This design comes from an exercise in tuning for small area, a short achievable clock period and few clock cycles per item on the open sky130 flow, not from production work. The RTL was checked by simulation tests, not by an equivalence proof against the original design.

## flow/design.v (module list and top-level ports; edited modules follow where they fit)
// module htv_fmul: 19 lines
// module htv_pcpa: 14 lines
// module htv_fround: 43 lines
// module htv_fsat: 37 lines
// module htv_mul24: 1162 lines
// module htv_fadd: 35 lines
// module htv_fadd2: 39 lines
// module htv_yuv2rgb: 277 lines
module htv_yuv2rgb (
    input  wire        clk,
    input  wire        rst,
    input  wire        cfg_we,
    input  wire [4:0]  cfg_addr,
    input  wire [31:0] cfg_wdata,
    input  wire        in_valid,
    output wire        in_ready,
    input  wire [31:0] in_y,
    input  wire [31:0] in_u,
    input  wire [31:0] in_v,
    output wire        out_valid,
    input  wire        out_ready,
    output wire [7:0]  out_r,
    output wire [7:0]  out_g,
    output wire [7:0]  out_b
);
  // ...
==> flow/flow/run.sh <==
#!/bin/bash
# The standard layout (the standard.sh, unchanged synthesis), with timing
# repair asked to leave extra setup margin so that the design runs at a
# shorter period than the clock constraint requires. The ORFS logs stay under
# orfs/logs; make's own output goes to flow.log here.
set -euo pipefail
bash standard.sh SETUP_SLACK_MARGIN=14.5 finish > flow.log 2>&1
==> flow/standard.sh <==
#!/bin/bash
# synth_recipe.tcl (not shown) runs the flow's synth.tcl, then flattens the netlist and writes it again
# the make line also repeats each setting of config.mk as NAME=value (left out here)
make -C /OpenROAD-flow-scripts/flow DESIGN_CONFIG=/design/flow/config.mk WORK_HOME=/design/flow/orfs CLKGATE_MAP_FILE= SYNTH_SCRIPT=/design/flow/synth_recipe.tcl "${@:-finish}"
==> flow/config.mk <==
export PLATFORM = sky130hd
export DESIGN_NAME = htv_yuv2rgb
export DESIGN_NICKNAME = htv_yuv2rgb
export VERILOG_FILES = /design/flow/design.v
export SDC_FILE = /design/flow/constraint.sdc
export NUM_CORES = 4
export LEC_CHECK = 0
export CAP_MARGIN = 20
export CORE_MARGIN = 2
export CORE_UTILIZATION = 40
export SLEW_MARGIN = 20
==> flow/constraint.sdc <==
create_clock -name core_clock -period 20.0 [get_ports {clk}]
set_input_delay 4.0000 -clock core_clock [delete_from_list [all_inputs] [get_ports {clk}]]
set_output_delay 4.0000 -clock core_clock [all_outputs]
set_load 0.01 [all_outputs]
==> impl_metrics.tcl, run 1 <==
set metrics [dict create \
    io_pins 164 \
    status "finished clean" \
    crit_path_start_kind "flop" \
    antenna_cells 24 \
    drive_gt1_share_pct 13.1 \
    met3_length_um 70800 \
    ctsHoldBuffers 0 \
    synth_edf_count 366 \
    max_stage_delay_ns 0.52 \
    start_util_pct 40.2 \
    grt_use_total_pct 28.0 \
    avgSynthCellArea_um2 8.95 \
    yosysWarningCount 4 \
    n_tap_cell 7810 \
    overflow 0 \
    nets 31700 \
    stdcell_count 34800 \
    grt_util_met1_pct 36.2 \
    final-seq-area_mm2 0.0427 \
    multi_input_area_share_pct 66.5 \
    largest_reg_flops 240 \
    nNonClkBuffers 1472 \
    die_w_um 774 \
    inv_count 4211 \
    synth_cells 26500 \
    seq_share_pct 15.6 \
    startpoint "a_b2[0]" \
    holdWs_ns 0.324 \
    critPathMaxFanout 8 \
    drc 0 \
    die-area_mm2 0.600 \
    nFillCells 56500 \
    final_common_cell "inv_1" \
    cts_buffer_depth 4 \
    clk_latency_ns 1.01 \
    min_period_over_period_pct 31.1 \
    numPlacedInstances 33500 \
    multi_input_area_mm2 0.182 \
    wirelength_um 862000 \
]
Testbench counts, summed over its fixed seeds: cycles 4,880, pixels 4,800.
==> module htv_fmul, before the edit <==
module htv_fmul (
    input  wire [37:0] a,
    input  wire [37:0] b,
    input  wire        binc,
    output wire [67:0] z
);
    wire        nan  = a[37] | b[37] | (a[36] & b[35]) | (a[35] & b[36]);
    wire        inf  = ~nan & (a[36] | b[36]);
    wire        zero = ~nan & ~inf & (a[35] | b[35]);
    wire [9:0]  e    = a[33:24] + b[33:24] - 10'd127;
    wire [47:0] ps, pc;
    htv_mul24 u_mul (.a(a[23:0]), .b(b[23:0]), .inc(binc), .z_s(ps), .z_c(pc));
    wire [22:0] lo   = {1'b0, ps[21:0]} + {1'b0, pc[21:0]};
    wire [21:0] lp   = ps[21:0] ^ pc[21:0];
    wire [21:0] lk   = {ps[20:0] | pc[20:0], 1'b0};
    wire        st   = |(lp ^ lk);
    assign z = {nan, inf, zero, a[34] ^ b[34], e,
                ps[47:22], pc[47:22], lo[22], st};
endmodule
==> module htv_pcpa, before the edit <==
module htv_pcpa (
    input  wire [67:0] c,
    output wire [54:0] p
);
    wire signed [9:0] e = c[63:54];
    wire [25:0] s = c[53:28] + c[27:2] + {25'd0, c[1]};
    wire signed [9:0] r0w = 10'sd1 - e;
    wire signed [9:0] r1w = -e;
    wire [4:0]  r0 = (r0w <= 10'sd0) ? 5'd0 : (r0w > 10'sd25) ? 5'd25 : r0w[4:0];
    wire [4:0]  r1 = (r1w <= 10'sd0) ? 5'd0 : (r1w > 10'sd25) ? 5'd25 : r1w[4:0];
    assign p = {c[67:54], r0, r1,
                e >= 10'sd255, e == 10'sd254, e >= 10'sd254, e == 10'sd253,
                s, c[0]};
endmodule
==> module htv_fadd2, before the edit <==
module htv_fadd2 (
    input  wire [66:0] a,
    output wire [38:0] z
);
    wire        nan = a[66];
    wire        inf = a[65];
    wire        sub = a[62];
    wire [26:0] mx  = {a[50:27], 3'b000};
    wire [26:0] ys  = a[26:0];
    wire [27:0] s   = sub ? ({1'b0, mx} - {1'b0, ys}) : ({1'b0, mx} + {1'b0, ys});
    wire [26:0] t0 = s[26:0];
    wire        z16 = (t0[26:11] == 16'd0);
    wire [26:0] t1 = z16 ? {t0[10:0], 16'd0} : t0;
    wire        z8  = (t1[26:19] == 8'd0);
    wire [26:0] t2 = z8 ? {t1[18:0], 8'd0} : t1;
    wire        z4  = (t2[26:23] == 4'd0);
    wire [26:0] t3 = z4 ? {t2[22:0], 4'd0} : t2;
    wire        z2  = (t3[26:25] == 2'd0);
    wire [26:0] t4 = z2 ? {t3[24:0], 2'd0} : t3;
    wire        z1  = ~t4[26];
    wire [26:0] t5 = z1 ? {t4[25:0], 1'b0} : t4;
    wire [4:0]  lz = {z16, z8, z4, z2, z1};
    wire [26:0] sn = s[27] ? {s[27:2], s[1] | s[0]} : t5;
    wire [9:0]  xe  = a[60:51];
    wire [9:0]  eh  = xe - {5'd0, z16, z8, z4, 2'b00};
    wire [9:0]  el  = {z2, z1} == 2'd0 ? eh : {z2, z1} == 2'd1 ? eh - 10'd1 :
                      {z2, z1} == 2'd2 ? eh - 10'd2 : eh - 10'd3;
    wire [9:0]  e   = s[27] ? xe + 10'd1 : el;
    wire        rup = sn[2] & (sn[1] | sn[0] | sn[3]);
    wire        zs  = (s == 28'd0);
    wire        rupc = s[3] & (s[2] | s[1] | s[0] | s[4]);
    wire        rup0 = s[2] & (s[1] | s[0] | s[3]);
    wire        of  = s[27] ? ((xe == 10'd254) | ((xe == 10'd253) & (&s[27:4]) & rupc))
                            : (s[26] & (xe == 10'd254) & (&s[26:3]) & rup0);
    wire        zi  = inf | (~nan & ~zs & of);
    wire        zz  = ~nan & ~inf & zs;
    wire        sg  = inf ? a[64] : zs ? a[63] : a[61];
    assign z = {rup, nan, zi, zz, sg, e, sn[26:3]};
endmodule
==> module htv_yuv2rgb, before the edit <==
module htv_yuv2rgb (
    input  wire        clk,
    input  wire        rst,
    input  wire        cfg_we,
    input  wire [4:0]  cfg_addr,
    input  wire [31:0] cfg_wdata,
    input  wire        in_valid,
    output wire        in_ready,
    input  wire [31:0] in_y,
    input  wire [31:0] in_u,
    input  wire [31:0] in_v,
    output wire        out_valid,
    input  wire        out_ready,
    output wire [7:0]  out_r,
    output wire [7:0]  out_g,
    output wire [7:0]  out_b
);
    localparam [4:0] IDX_C_RV     = 5'd14;
    localparam [4:0] IDX_C_GU     = 5'd15;
    localparam [4:0] IDX_C_GV     = 5'd16;
    localparam [4:0] IDX_C_BU     = 5'd17;
    localparam [4:0] IDX_RGBSCALE = 5'd18;
    localparam [3:0] NCRED = 4'd11;
    localparam integer NFIFO = 10;    
    function [37:0] unpack;
        input [31:0] x;
        reg ez, fz, emax;
        begin
            ez   = (x[30:23] == 8'd0);
            fz   = (x[22:0] == 23'd0);
            emax = (x[30:23] == 8'hFF);
            unpack = {emax & ~fz, emax & fz, ez & fz, x[31],
                      2'b00, ez ? 8'd1 : x[30:23], ~ez, x[22:0]};
        end
    endfunction
    function [37:0] nstep;
        input [37:0] x;
        begin
            if (x[23] | x[35])
                nstep = x;
            else
                nstep = {x[37:34], x[33:24] - 10'd1, x[22:0], 1'b0};
        end
    endfunction
    function [37:0] normalize;
        input [37:0] x;
        integer i;
        reg [4:0] lz;
        begin
            lz = 5'd0;
            for (i = 0; i < 24; i = i + 1)
                if (x[i]) lz = 5'd23 - i[4:0];
            if (x[35])
                normalize = x;
            else
                normalize = {x[37:34], x[33:24] - {5'd0, lz}, x[23:0] << lz};
        end
    endfunction
    reg        cw_we;
    reg [4:0]  cw_addr;
    reg [31:0] cw_data;
    reg [37:0] c_rv, c_gu, c_gv, c_bu, scale;
    wire [37:0] cw_n = normalize(unpack(cw_data));
    always @(posedge clk) begin
        if (rst) begin
            cw_we <= 1'b0;
            c_rv  <= 38'h007F91E5F3;    
            c_gu  <= 38'h047DCA0F91;    
            c_gv  <= 38'h047E94A234;    
            c_bu  <= 38'h0080820E17;    
            scale <= 38'h0086FF0000;    
        end else begin
            cw_we <= cfg_we;
            if (cw_we) begin
                case (cw_addr)
                    IDX_C_RV:     c_rv  <= cw_n;
                    IDX_C_GU:     c_gu  <= cw_n;
                    IDX_C_GV:     c_gv  <= cw_n;
                    IDX_C_BU:     c_bu  <= cw_n;
                    IDX_RGBSCALE: scale <= cw_n;
                    default: ;
                endcase
            end
        end
    end
    always @(posedge clk) begin
        cw_addr <= cfg_addr;
        cw_data <= cfg_wdata;
    end
    reg  [3:0]  cnt;
    reg         val0;
    reg  [37:0] y0, u0, v0;
    wire        norm0 = (y0[23] | y0[35]) & (u0[23] | u0[35]) & (v0[23] | v0[35]);
    reg         ird;
    assign in_ready = ird;
    wire        acc   = in_valid & ird;
    reg         ov;
    wire        take  = ov & out_ready;
    wire [3:0]  cnt_n = cnt + {3'd0, acc} - {3'd0, take};
    reg         val0_n;
    reg  [37:0] y0_n, u0_n, v0_n;
    always @* begin
        if (ird) begin
            val0_n = in_valid;
            y0_n   = unpack(in_y);
            u0_n   = unpack(in_u);
            v0_n   = unpack(in_v);
        end else begin
            val0_n = val0 & ~norm0;
            y0_n   = nstep(y0);
            u0_n   = nstep(u0);
            v0_n   = nstep(v0);
        end
    end
    wire        norm0_n = (y0_n[23] | y0_n[35]) & (u0_n[23] | u0_n[35]) & (v0_n[23] | v0_n[35]);
    always @(posedge clk) begin
        if (rst) begin
            cnt  <= 4'd0;
            val0 <= 1'b0;
            ird  <= 1'b1;
        end else begin
            cnt  <= cnt_n;
            val0 <= val0_n;
            ird  <= ~(val0_n & ~norm0_n) & (cnt_n < NCRED);
        end
    end
    always @(posedge clk) begin
        y0 <= y0_n;
        u0 <= u0_n;
        v0 <= v0_n;
    end
    reg         val1, val2, val2a, val3, val4, val5, val6, val7;
    wire [67:0] m_rv, m_gu, m_gv, m_bu;
    htv_fmul u_m_rv (.a(c_rv), .b(v0), .binc(1'b0), .z(m_rv));
    htv_fmul u_m_gu (.a(c_gu), .b(u0), .binc(1'b0), .z(m_gu));
    htv_fmul u_m_gv (.a(c_gv), .b(v0), .binc(1'b0), .z(m_gv));
    htv_fmul u_m_bu (.a(c_bu), .b(u0), .binc(1'b0), .z(m_bu));
    reg  [67:0] p_rv1, p_gu1, p_gv1, p_bu1;
    reg  [37:0] y1;
    always @(posedge clk) begin
        p_rv1 <= m_rv;
        p_gu1 <= m_gu;
        p_gv1 <= m_gv;
        p_bu1 <= m_bu;
        y1    <= y0;
    end
    wire [54:0] c_rvw, c_guw, c_gvw, c_buw;
    htv_pcpa u_c_rv (.c(p_rv1), .p(c_rvw));
    htv_pcpa u_c_gu (.c(p_gu1), .p(c_guw));
    htv_pcpa u_c_gv (.c(p_gv1), .p(c_gvw));
    htv_pcpa u_c_bu (.c(p_bu1), .p(c_buw));
    wire [37:0] q_rv, q_gu, q_gv, q_bu;
    htv_fround u_q_rv (.p(c_rvw), .z(q_rv));
    htv_fround u_q_gu (.p(c_guw), .z(q_gu));
    htv_fround u_q_gv (.p(c_gvw), .z(q_gv));
    htv_fround u_q_bu (.p(c_buw), .z(q_bu));
    reg  [37:0] q_rv2, q_gu2, q_gv2, q_bu2, y2;
    always @(posedge clk) begin
        q_rv2 <= q_rv;
        q_gu2 <= q_gu;
        q_gv2 <= q_gv;
        q_bu2 <= q_bu;
        y2    <= y1;
    end
    wire [66:0] a_r, a_g, a_b;
    htv_fadd u_a_r (.a0(y2), .ar(1'b0), .b(q_rv2), .z(a_r));
    htv_fadd u_a_g (.a0(y2), .ar(1'b0), .b(q_gu2), .z(a_g));
    htv_fadd u_a_b (.a0(y2), .ar(1'b0), .b(q_bu2), .z(a_b));
    reg  [66:0] a_r2, a_g2, a_b2;
    reg  [37:0] q_gv2a;
    always @(posedge clk) begin
        a_r2   <= a_r;
        a_g2   <= a_g;
        a_b2   <= a_b;
        q_gv2a <= q_gv2;
    end
    wire [38:0] s_r, s_g1, s_b;
    htv_fadd2 u_s_r  (.a(a_r2), .z(s_r));
    htv_fadd2 u_s_g1 (.a(a_g2), .z(s_g1));
    htv_fadd2 u_s_b  (.a(a_b2), .z(s_b));
    reg  [38:0] s_r3, s_g13, s_b3;
    reg  [37:0] q_gv3;
    always @(posedge clk) begin
        s_r3  <= s_r;
        s_g13 <= s_g1;
        s_b3  <= s_b;
        q_gv3 <= q_gv2a;
    end
    wire [66:0] a_g4w;
    htv_fadd u_a_g4 (.a0(s_g13[37:0]), .ar(s_g13[38]), .b(q_gv3), .z(a_g4w));
    wire [67:0] m_r, m_b;
    htv_fmul u_m_r (.a(scale), .b(s_r3[37:0]), .binc(s_r3[38]), .z(m_r));
    htv_fmul u_m_b (.a(scale), .b(s_b3[37:0]), .binc(s_b3[38]), .z(m_b));
    reg  [66:0] a_g4;
    reg  [67:0] p_r4, p_b4;
    always @(posedge clk) begin
        a_g4 <= a_g4w;
        p_r4 <= m_r;
        p_b4 <= m_b;
    end
    wire [38:0] s_g;
    htv_fadd2 u_s_g (.a(a_g4), .z(s_g));
    wire [54:0] c_r, c_b;
    htv_pcpa u_c_r (.c(p_r4), .p(c_r));
    htv_pcpa u_c_b (.c(p_b4), .p(c_b));
    reg  [38:0] s_g5;
    reg  [54:0] c_r5, c_b5;
    always @(posedge clk) begin
        s_g5 <= s_g;
        c_r5 <= c_r;
        c_b5 <= c_b;
    end
    wire [67:0] m_g;
    htv_fmul u_m_g (.a(scale), .b(s_g5[37:0]), .binc(s_g5[38]), .z(m_g));
    reg  [67:0] p_g6;
    wire [7:0]  r8, b8;
    htv_fsat u_t_r (.p(c_r5), .z(r8));
    htv_fsat u_t_b (.p(c_b5), .z(b8));
    reg  [7:0]  r6, b6;
    always @(posedge clk) begin
        p_g6 <= m_g;
        r6   <= r8;
        b6   <= b8;
    end
    wire [7:0]  g8;
    wire [54:0] c_g;
    htv_pcpa u_c_g (.c(p_g6), .p(c_g));
    htv_fsat u_t_g (.p(c_g), .z(g8));
    reg  [7:0]  r7, g7, b7;
    always @(posedge clk) begin
        r7 <= r6;
        g7 <= g8;
        b7 <= b6;
    end
    wire [23:0] res = {r7, g7, b7};
    always @(posedge clk) begin
        if (rst) begin
            val1 <= 1'b0; val2 <= 1'b0; val2a <= 1'b0; val3 <= 1'b0;
            val4 <= 1'b0; val5 <= 1'b0; val6 <= 1'b0; val7 <= 1'b0;
        end else begin
            val1 <= val0 & norm0;
            val2 <= val1; val2a <= val2; val3 <= val2a; val4 <= val3;
            val5 <= val4; val6 <= val5; val7 <= val6;
        end
    end
    reg  [23:0] od;
    reg  [23:0] fifo [0:NFIFO-1];
    reg  [3:0]  wp, rp;
    reg  [3:0]  fc;                       
    wire        free = ~ov | out_ready;
    wire        fne  = (fc != 4'd0);
    wire        pop  = free & (fne | val7);
    always @(posedge clk) begin
        if (rst) begin
            ov <= 1'b0;
            wp <= 4'd0;
            rp <= 4'd0;
            fc <= 4'd0;
        end else begin
            if (free)
                ov <= fne | val7;
            if (pop)  rp <= (rp == NFIFO - 1) ? 4'd0 : rp + 4'd1;
            if (val7) wp <= (wp == NFIFO - 1) ? 4'd0 : wp + 4'd1;
            fc <= fc + {3'd0, val7} - {3'd0, pop};
        end
    end
    always @(posedge clk) begin
        if (free)
            od <= fne ? fifo[rp] : res;
        if (val7)
            fifo[wp] <= res;
    end
    assign out_valid = ov;
    assign out_r = od[23:16];
    assign out_g = od[15:8];
    assign out_b = od[7:0];
endmodule
==> inputs of run 2 (changes only) <==
--- a/flow/design.v
+++ b/flow/design.v
@@ -2,7 +2,7 @@
     input  wire [37:0] a,
     input  wire [37:0] b,
     input  wire        binc,
-    output wire [67:0] z
+    output wire [72:0] z
 );
     wire        nan  = a[37] | b[37] | (a[36] & b[35]) | (a[35] & b[36]);
     wire        inf  = ~nan & (a[36] | b[36]);
@@ -13,23 +13,24 @@
     wire [22:0] lo   = {1'b0, ps[21:0]} + {1'b0, pc[21:0]};
     wire [21:0] lp   = ps[21:0] ^ pc[21:0];
     wire [21:0] lk   = {ps[20:0] | pc[20:0], 1'b0};
-    wire        st   = |(lp ^ lk);
+    wire [21:0] lz   = lp ^ lk;           
+    wire [5:0]  stp  = {|lz[21:18], |lz[17:14], |lz[13:10], |lz[9:6], |lz[5:3], |lz[2:0]};
     assign z = {nan, inf, zero, a[34] ^ b[34], e,
-                ps[47:22], pc[47:22], lo[22], st};
+                ps[47:22], pc[47:22], lo[22], stp};
 endmodule
 module htv_pcpa (
-    input  wire [67:0] c,
+    input  wire [72:0] c,
     output wire [54:0] p
 );
-    wire signed [9:0] e = c[63:54];
-    wire [25:0] s = c[53:28] + c[27:2] + {25'd0, c[1]};
+    wire signed [9:0] e = c[68:59];
+    wire [25:0] s = c[58:33] + c[32:7] + {25'd0, c[6]};
     wire signed [9:0] r0w = 10'sd1 - e;
     wire signed [9:0] r1w = -e;
     wire [4:0]  r0 = (r0w <= 10'sd0) ? 5'd0 : (r0w > 10'sd25) ? 5'd25 : r0w[4:0];
     wire [4:0]  r1 = (r1w <= 10'sd0) ? 5'd0 : (r1w > 10'sd25) ? 5'd25 : r1w[4:0];
-    assign p = {c[67:54], r0, r1,
+    assign p = {c[72:59], r0, r1,
                 e >= 10'sd255, e == 10'sd254, e >= 10'sd254, e == 10'sd253,
-                s, c[0]};
+                s, |c[5:0]};
 endmodule
 module htv_fround (
     input  wire [54:0] p,
@@ -1310,7 +1311,7 @@
 endmodule
 module htv_fadd2 (
     input  wire [66:0] a,
-    output wire [38:0] z
+    output wire [44:0] z
 );
     wire        nan = a[66];
     wire        inf = a[65];
@@ -1332,10 +1333,7 @@
     wire [4:0]  lz = {z16, z8, z4, z2, z1};
     wire [26:0] sn = s[27] ? {s[27:2], s[1] | s[0]} : t5;
     wire [9:0]  xe  = a[60:51];
-    wire [9:0]  eh  = xe - {5'd0, z16, z8, z4, 2'b00};
-    wire [9:0]  el  = {z2, z1} == 2'd0 ? eh : {z2, z1} == 2'd1 ? eh - 10'd1 :
-                      {z2, z1} == 2'd2 ? eh - 10'd2 : eh - 10'd3;
-    wire [9:0]  e   = s[27] ? xe + 10'd1 : el;
+    wire [5:0]  sh  = s[27] ? 6'h3F : {1'b0, lz};
     wire        rup = sn[2] & (sn[1] | sn[0] | sn[3]);
     wire        zs  = (s == 28'd0);
     wire        rupc = s[3] & (s[2] | s[1] | s[0] | s[4]);
@@ -1345,7 +1343,13 @@
     wire        zi  = inf | (~nan & ~zs & of);
     wire        zz  = ~nan & ~inf & zs;
     wire        sg  = inf ? a[64] : zs ? a[63] : a[61];
-    assign z = {rup, nan, zi, zz, sg, e, sn[26:3]};
+    assign z = {rup, nan, zi, zz, sg, xe, sn[26:3], sh};
+endmodule
+module htv_ufix (
+    input  wire [44:0] u,
+    output wire [38:0] z
+);
+    assign z = {u[44:40], u[39:30] - {{4{u[5]}}, u[5:0]}, u[29:6]};
 endmodule
 module htv_yuv2rgb (
     input  wire        clk,
@@ -1369,8 +1373,8 @@
     localparam [4:0] IDX_C_GV     = 5'd16;
     localparam [4:0] IDX_C_BU     = 5'd17;
     localparam [4:0] IDX_RGBSCALE = 5'd18;
-    localparam [3:0] NCRED = 4'd11;
-    localparam integer NFIFO = 10;    
+    localparam [3:0] NCRED = 4'd12;
+    localparam integer NFIFO = 11;    
     function [37:0] unpack;
         input [31:0] x;
         reg ez, fz, emax;
@@ -1478,13 +1482,13 @@
         u0 <= u0_n;
         v0 <= v0_n;
     end
-    reg         val1, val2, val2a, val3, val4, val5, val6, val7;
-    wire [67:0] m_rv, m_gu, m_gv, m_bu;
+    reg         val1, val2, val2a, val3, val4, val5, val6, val7, val8;
+    wire [72:0] m_rv, m_gu, m_gv, m_bu;
     htv_fmul u_m_rv (.a(c_rv), .b(v0), .binc(1'b0), .z(m_rv));
     htv_fmul u_m_gu (.a(c_gu), .b(u0), .binc(1'b0), .z(m_gu));
     htv_fmul u_m_gv (.a(c_gv), .b(v0), .binc(1'b0), .z(m_gv));
     htv_fmul u_m_bu (.a(c_bu), .b(u0), .binc(1'b0), .z(m_bu));
-    reg  [67:0] p_rv1, p_gu1, p_gv1, p_bu1;
+    reg  [72:0] p_rv1, p_gu1, p_gv1, p_bu1;
     reg  [37:0] y1;
     always @(posedge clk) begin
         p_rv1 <= m_rv;
@@ -1523,45 +1527,51 @@
         a_b2   <= a_b;
         q_gv2a <= q_gv2;
     end
-    wire [38:0] s_r, s_g1, s_b;
+    wire [44:0] s_r, s_g1, s_b;
     htv_fadd2 u_s_r  (.a(a_r2), .z(s_r));
     htv_fadd2 u_s_g1 (.a(a_g2), .z(s_g1));
     htv_fadd2 u_s_b  (.a(a_b2), .z(s_b));
-    reg  [38:0] s_r3, s_g13, s_b3;
+    reg  [44:0] s_r3u, s_g13u, s_b3u;
     reg  [37:0] q_gv3;
     always @(posedge clk) begin
-        s_r3  <= s_r;
-        s_g13 <= s_g1;
-        s_b3  <= s_b;
+        s_r3u  <= s_r;
+        s_g13u <= s_g1;
+        s_b3u  <= s_b;
         q_gv3 <= q_gv2a;
     end
+    wire [38:0] s_r3, s_g13, s_b3;
+    htv_ufix u_f_r  (.u(s_r3u),  .z(s_r3));
+    htv_ufix u_f_g1 (.u(s_g13u), .z(s_g13));
+    htv_ufix u_f_b  (.u(s_b3u),  .z(s_b3));
     wire [66:0] a_g4w;
     htv_fadd u_a_g4 (.a0(s_g13[37:0]), .ar(s_g13[38]), .b(q_gv3), .z(a_g4w));
-    wire [67:0] m_r, m_b;
+    wire [72:0] m_r, m_b;
     htv_fmul u_m_r (.a(scale), .b(s_r3[37:0]), .binc(s_r3[38]), .z(m_r));
     htv_fmul u_m_b (.a(scale), .b(s_b3[37:0]), .binc(s_b3[38]), .z(m_b));
     reg  [66:0] a_g4;
-    reg  [67:0] p_r4, p_b4;
+    reg  [72:0] p_r4, p_b4;
     always @(posedge clk) begin
         a_g4 <= a_g4w;
         p_r4 <= m_r;
         p_b4 <= m_b;
     end
-    wire [38:0] s_g;
+    wire [44:0] s_g;
     htv_fadd2 u_s_g (.a(a_g4), .z(s_g));
     wire [54:0] c_r, c_b;
     htv_pcpa u_c_r (.c(p_r4), .p(c_r));
     htv_pcpa u_c_b (.c(p_b4), .p(c_b));
-    reg  [38:0] s_g5;
+    reg  [44:0] s_g5u;
     reg  [54:0] c_r5, c_b5;
     always @(posedge clk) begin
-        s_g5 <= s_g;
+        s_g5u <= s_g;
         c_r5 <= c_r;
         c_b5 <= c_b;
     end
-    wire [67:0] m_g;
+    wire [38:0] s_g5;
+    htv_ufix u_f_g (.u(s_g5u), .z(s_g5));
+    wire [72:0] m_g;
     htv_fmul u_m_g (.a(scale), .b(s_g5[37:0]), .binc(s_g5[38]), .z(m_g));
-    reg  [67:0] p_g6;
+    reg  [72:0] p_g6;
     wire [7:0]  r8, b8;
     htv_fsat u_t_r (.p(c_r5), .z(r8));
     htv_fsat u_t_b (.p(c_b5), .z(b8));
@@ -1571,25 +1581,32 @@
         r6   <= r8;
         b6   <= b8;
     end
-    wire [7:0]  g8;
     wire [54:0] c_g;
     htv_pcpa u_c_g (.c(p_g6), .p(c_g));
-    htv_fsat u_t_g (.p(c_g), .z(g8));
-    reg  [7:0]  r7, g7, b7;
+    reg  [54:0] c_g7;
+    reg  [7:0]  r7, b7;
+    always @(posedge clk) begin
+        c_g7 <= c_g;
+        r7   <= r6;
+        b7   <= b6;
+    end
+    wire [7:0]  g8;
+    htv_fsat u_t_g (.p(c_g7), .z(g8));
+    reg  [7:0]  r8q, g8q, b8q;
     always @(posedge clk) begin
-        r7 <= r6;
-        g7 <= g8;
-        b7 <= b6;
+        r8q <= r7;
+        g8q <= g8;
+        b8q <= b7;
     end
-    wire [23:0] res = {r7, g7, b7};
+    wire [23:0] res = {r8q, g8q, b8q};
     always @(posedge clk) begin
         if (rst) begin
             val1 <= 1'b0; val2 <= 1'b0; val2a <= 1'b0; val3 <= 1'b0;
-            val4 <= 1'b0; val5 <= 1'b0; val6 <= 1'b0; val7 <= 1'b0;
+            val4 <= 1'b0; val5 <= 1'b0; val6 <= 1'b0; val7 <= 1'b0; val8 <= 1'b0;
         end else begin
             val1 <= val0 & norm0;
             val2 <= val1; val2a <= val2; val3 <= val2a; val4 <= val3;
-            val5 <= val4; val6 <= val5; val7 <= val6;
+            val5 <= val4; val6 <= val5; val7 <= val6; val8 <= val7;
         end
     end
     reg  [23:0] od;
@@ -1598,7 +1615,7 @@
     reg  [3:0]  fc;                       
     wire        free = ~ov | out_ready;
     wire        fne  = (fc != 4'd0);
-    wire        pop  = free & (fne | val7);
+    wire        pop  = free & (fne | val8);
     always @(posedge clk) begin
         if (rst) begin
             ov <= 1'b0;
@@ -1607,16 +1624,16 @@
             fc <= 4'd0;
         end else begin
             if (free)
-                ov <= fne | val7;
+                ov <= fne | val8;
             if (pop)  rp <= (rp == NFIFO - 1) ? 4'd0 : rp + 4'd1;
-            if (val7) wp <= (wp == NFIFO - 1) ? 4'd0 : wp + 4'd1;
-            fc <= fc + {3'd0, val7} - {3'd0, pop};
+            if (val8) wp <= (wp == NFIFO - 1) ? 4'd0 : wp + 4'd1;
+            fc <= fc + {3'd0, val8} - {3'd0, pop};
         end
     end
     always @(posedge clk) begin
         if (free)
             od <= fne ? fifo[rp] : res;
-        if (val7)
+        if (val8)
             fifo[wp] <= res;
     end
     assign out_valid = ov;
--- a/flow/flow/run.sh
+++ b/flow/flow/run.sh
@@ -4,4 +4,4 @@
 # shorter period than the clock constraint requires. The ORFS logs stay under
 # orfs/logs; make's own output goes to flow.log here.
 set -euo pipefail
-bash standard.sh SETUP_SLACK_MARGIN=14.5 finish > flow.log 2>&1
+bash standard.sh SETUP_SLACK_MARGIN=14.3 finish > flow.log 2>&1
--- a/flow/config.mk
+++ b/flow/config.mk
@@ -7,5 +7,5 @@
 export LEC_CHECK = 0
 export CAP_MARGIN = 20
 export CORE_MARGIN = 2
-export CORE_UTILIZATION = 40
+export CORE_UTILIZATION = 55
 export SLEW_MARGIN = 20
==> run 2 against run 1 <==
Hold slack got worse by 0.051 ns. Worst setup slack better by 0.44 ns. Area after synthesis is 0.16% higher. Fmax rose by 7.6%. Clock skew rose by 0.096 ns. Still clean. Final area fell by 3.9%. Synthesized cell count fell by 1.8%. First-iteration DRC count up 3.3%. Highest routed layer unchanged. Count of clock-buffer cells in the layout is 13 higher.
==> impl_metrics.tcl, run 2 <==
set metrics [dict create \
    holdPathEnd "s_b3u[35]" \
    ant_nets 0 \
    synth.area.mux_share_pct 4.21 \
    yosys_register_bits 2064 \
    ctsHoldBuffers 0 \
    die_y_um 662 \
    h-tree-depth 4 \
    grt_pass1_wl_um 1220000 \
    relSlewSlack_pct 2.27 \
    grt_max_degree 116 \
    core_mm2 0.431 \
    wl_per_cell_um 26.1 \
    root_buffer "clkbuf_16" \
    num_vias 190000 \
    syn_area_mm2 0.238 \
    finalHoldViolations 0 \
    synth_cells 26000 \
    endpoint_kind "flop" \
    start_util_pct 55.2 \
    ff2ff_setup_slack_ns 14.21 \
    synth.area.top_cells "fa_1, dfxtp_1, and2_1, inv_1, ha_1" \
    grt_pass1_vias 191000 \
    io_pins 164 \
    rsz0062_at_grt "yes" \
    top_register "fifo" \
    setup_viol 0 \
    r2r-start "v0[18]" \
    syn_nets 30900 \
    nFillCells 37500 \
    die-area_mm2 0.438 \
    numPlacedInstances 31000 \
    rr_worst_depth 15 \
    holdWs_ns 0.273 \
    die_w_um 662 \
    numPortBuffers 163 \
    yosys.area_share.simple_pct 19.2 \
    via_per_inst 5.96 \
    finalSetupTns_ns 0 \
    layout_common_cells "inv_1, and2_1, fa_1" \
    yosysWarningCount 4 \
    first_iter_violations 17400 \
    drive_gt1_share_pct 9.37 \
    fin_area_mm2 0.263 \
    synth_top_area_cell "fa_1" \
    numClockSinks 2064 \
    place_area_mm2 0.245 \
    worst-slew-pin-transition_ns 1.47 \
    synth-compound-area-share_pct 10.2 \
    drt-pass1-iter-count 7 \
    fin_util_pct 61.1 \
    crit_arrival_ns 6.66 \
    clkTransAtPathRegs_ns 0.06 \
    fmax_mhz 173 \
    synth.most_common_cell "inv_1" \
    stdcell_count 31900 \
    overflow 0 \
    min_period_over_period_pct 28.9 \
    min_path_cells 0 \
    drc 0 \
    synth_ff_type "dfxtp_1" \
    synthXorXnorAreaFrac_pct 2.36 \
    min_path_type "reg2reg" \
    synth.top_cell.area_share_pct 29.6 \
    nets 30800 \
    tritoncts "done" \
    ys_top_cells_by_count "inv_1, and2_1, fa_1" \
    synth-async-reset-ratio_pct 0 \
    wirelength_um 833000 \
    clk_latency_ns 1.07 \
    required_ns 20.87 \
    crit_path_start_kind "flop" \
    largest_reg_flops 264 \
    synthToLayoutAreaGrowth_pct 10.6 \
    cts_buffer_depth 4 \
    yosysSeqAreaShare_pct 19.0 \
    hp-start "a_b2[56]" \
    max_cap_violations 0 \
    layout_min_cycle_time_ns 5.79 \
    synth-adder-area-share_pct 36.1 \
    synth_cell_types 123 \
    antenna_found_initial 76 \
    globalplace.congestion 1.05 \
    critPathMaxFanout 42 \
    final_common_cell "inv_1" \
    path_class "reg2reg" \
    synth_top_family_by_area "adder cells" \
    slew_violations 0 \
    status "finished clean" \
    hpwl_um 579000 \
    cts-buffers-inserted 243 \
    fin_skew_ns 0.172 \
    grt_use_total_pct 37.3 \
    rows 241 \
    timing.rr.end "p_rv1[6]" \
    synth_edf_count 390 \
    avgSynthCellArea_um2 9.13 \
]
-- run 2: worst max-delay path by stage --
stage | startpoint | endpoint | slack [ns] | cells after the start
finish | v0[18] | p_rv1[6] | 14.21 | 15
CTS | ird | in_ready | 14.25 | 1
global route | u0[0] | p_gu1[6] | 14.15 | 23
global placement | in_u[10] | ird | 12.60 | 10
detailed placement | in_u[10] | ird | 12.68 | 10
floorplan | out_ready | fc[2] | 14.31 | 9
-- run 2: cell type report --
type,instances,area (um^2),area share (%)
Antenna cell,68,170,0.0647
Sequential cell,2064,45400,17.3
Tap cell,5710,7140,2.72
Multi-Input combinational cell,18300,175000,66.7
Clock buffer,308,6740,2.56
Clock inverter,150,2050,0.780
Timing Repair Buffer,1018,10300,3.94
Inverter,4195,15800,6.00
-- run 2: metal layers --
metal	vias to the layer above	track usage (%)	wire, um
met4	34	18.9	53900
met5	-	0	220
met2	9105	58.5	369000
met3	2312	7.49	78800
met1	95500	49.3	330000
li1	83100	-	-
-- run 2: timing repair --
action	CTS	global route
setup endpoints to repair	420	322
setup buffers	119	194
gates cloned	26	35
resized for setup	625	589
pin swaps	80	214
-- run 2: critical path: stages, from the launching register on --
cell,delay (ns)
edfxtp_1,0.72
buf_6,0.48
and2_1,0.22
fa_1,0.40
inv_1,0.07
fa_1,0.44
fa_1,0.60
fa_2,0.47
fa_1,0.58
inv_2,0.05
fa_1,0.57
ha_4,0.22
a2111o_1,0.40
nor2_1,0.16
a211oi_2,0.07
buf_6,0.14
-- run 2: metrics by stage --
step	setup slack (ns)
finish	14.21
global route	14.15
CTS	14.25
detailed placement	12.68
global placement	12.60
floorplan	14.31
-- run 2: cell families (layout without fill, tap and decap cells) --
logic type / Yosys count / in the layout
AOI/OAI and AO/OA: 3695 / 3700
adders and majority gates: 4750 / 4750
muxes: 869 / 870
buffers and inverters: 5644 / 5671
DFF: 2064 / 2064
xor gates and xnor gates: 638 / 638
other: 1 / 69
and+or+nand+nor: 8384 / 8388
Testbench counts of run 2, summed over its fixed seeds: cycles 4,888, pixels 4,800.

## separate check: timing with driven ports
No port has a modelled driver above. Below, the same layouts with a new extraction and two added sets of constraints.
Step 1 sets driving cells, clkbuf_16 on the clock port and buf_2 on the other inputs (assumed; they add their load-dependent delay and slew).
Step 2, shift: input delay + t, output delay - t, t = (earliest + latest rising clock arrival at the registers) / 2. This alone moves slack from input paths to output paths.
Slacks: no drivers / after step 1 / after step 2; pairs: no drivers / after step 1.
| run | t, ns | setup slack, ns | worst setup path at the end | slew at the worst register clock pin (ns) | worst data-port slew with drivers (ns) |
|---|---|---|---|---|---|
| run 1 | 1.095 | 13.774 / 13.774 / 13.628 | input to register | 0.08 / 0.08 | 0.08 |
| run 2 | 1.113 | 14.214 / 14.145 / 13.361 | input to register | 0.07 / 0.07 | 0.09 |
After both steps setup and hold are still met in every run listed. For run 2, which loses most, drivers alone change the setup slack by -0.069 ns; drivers and shift together by -0.853 ns.
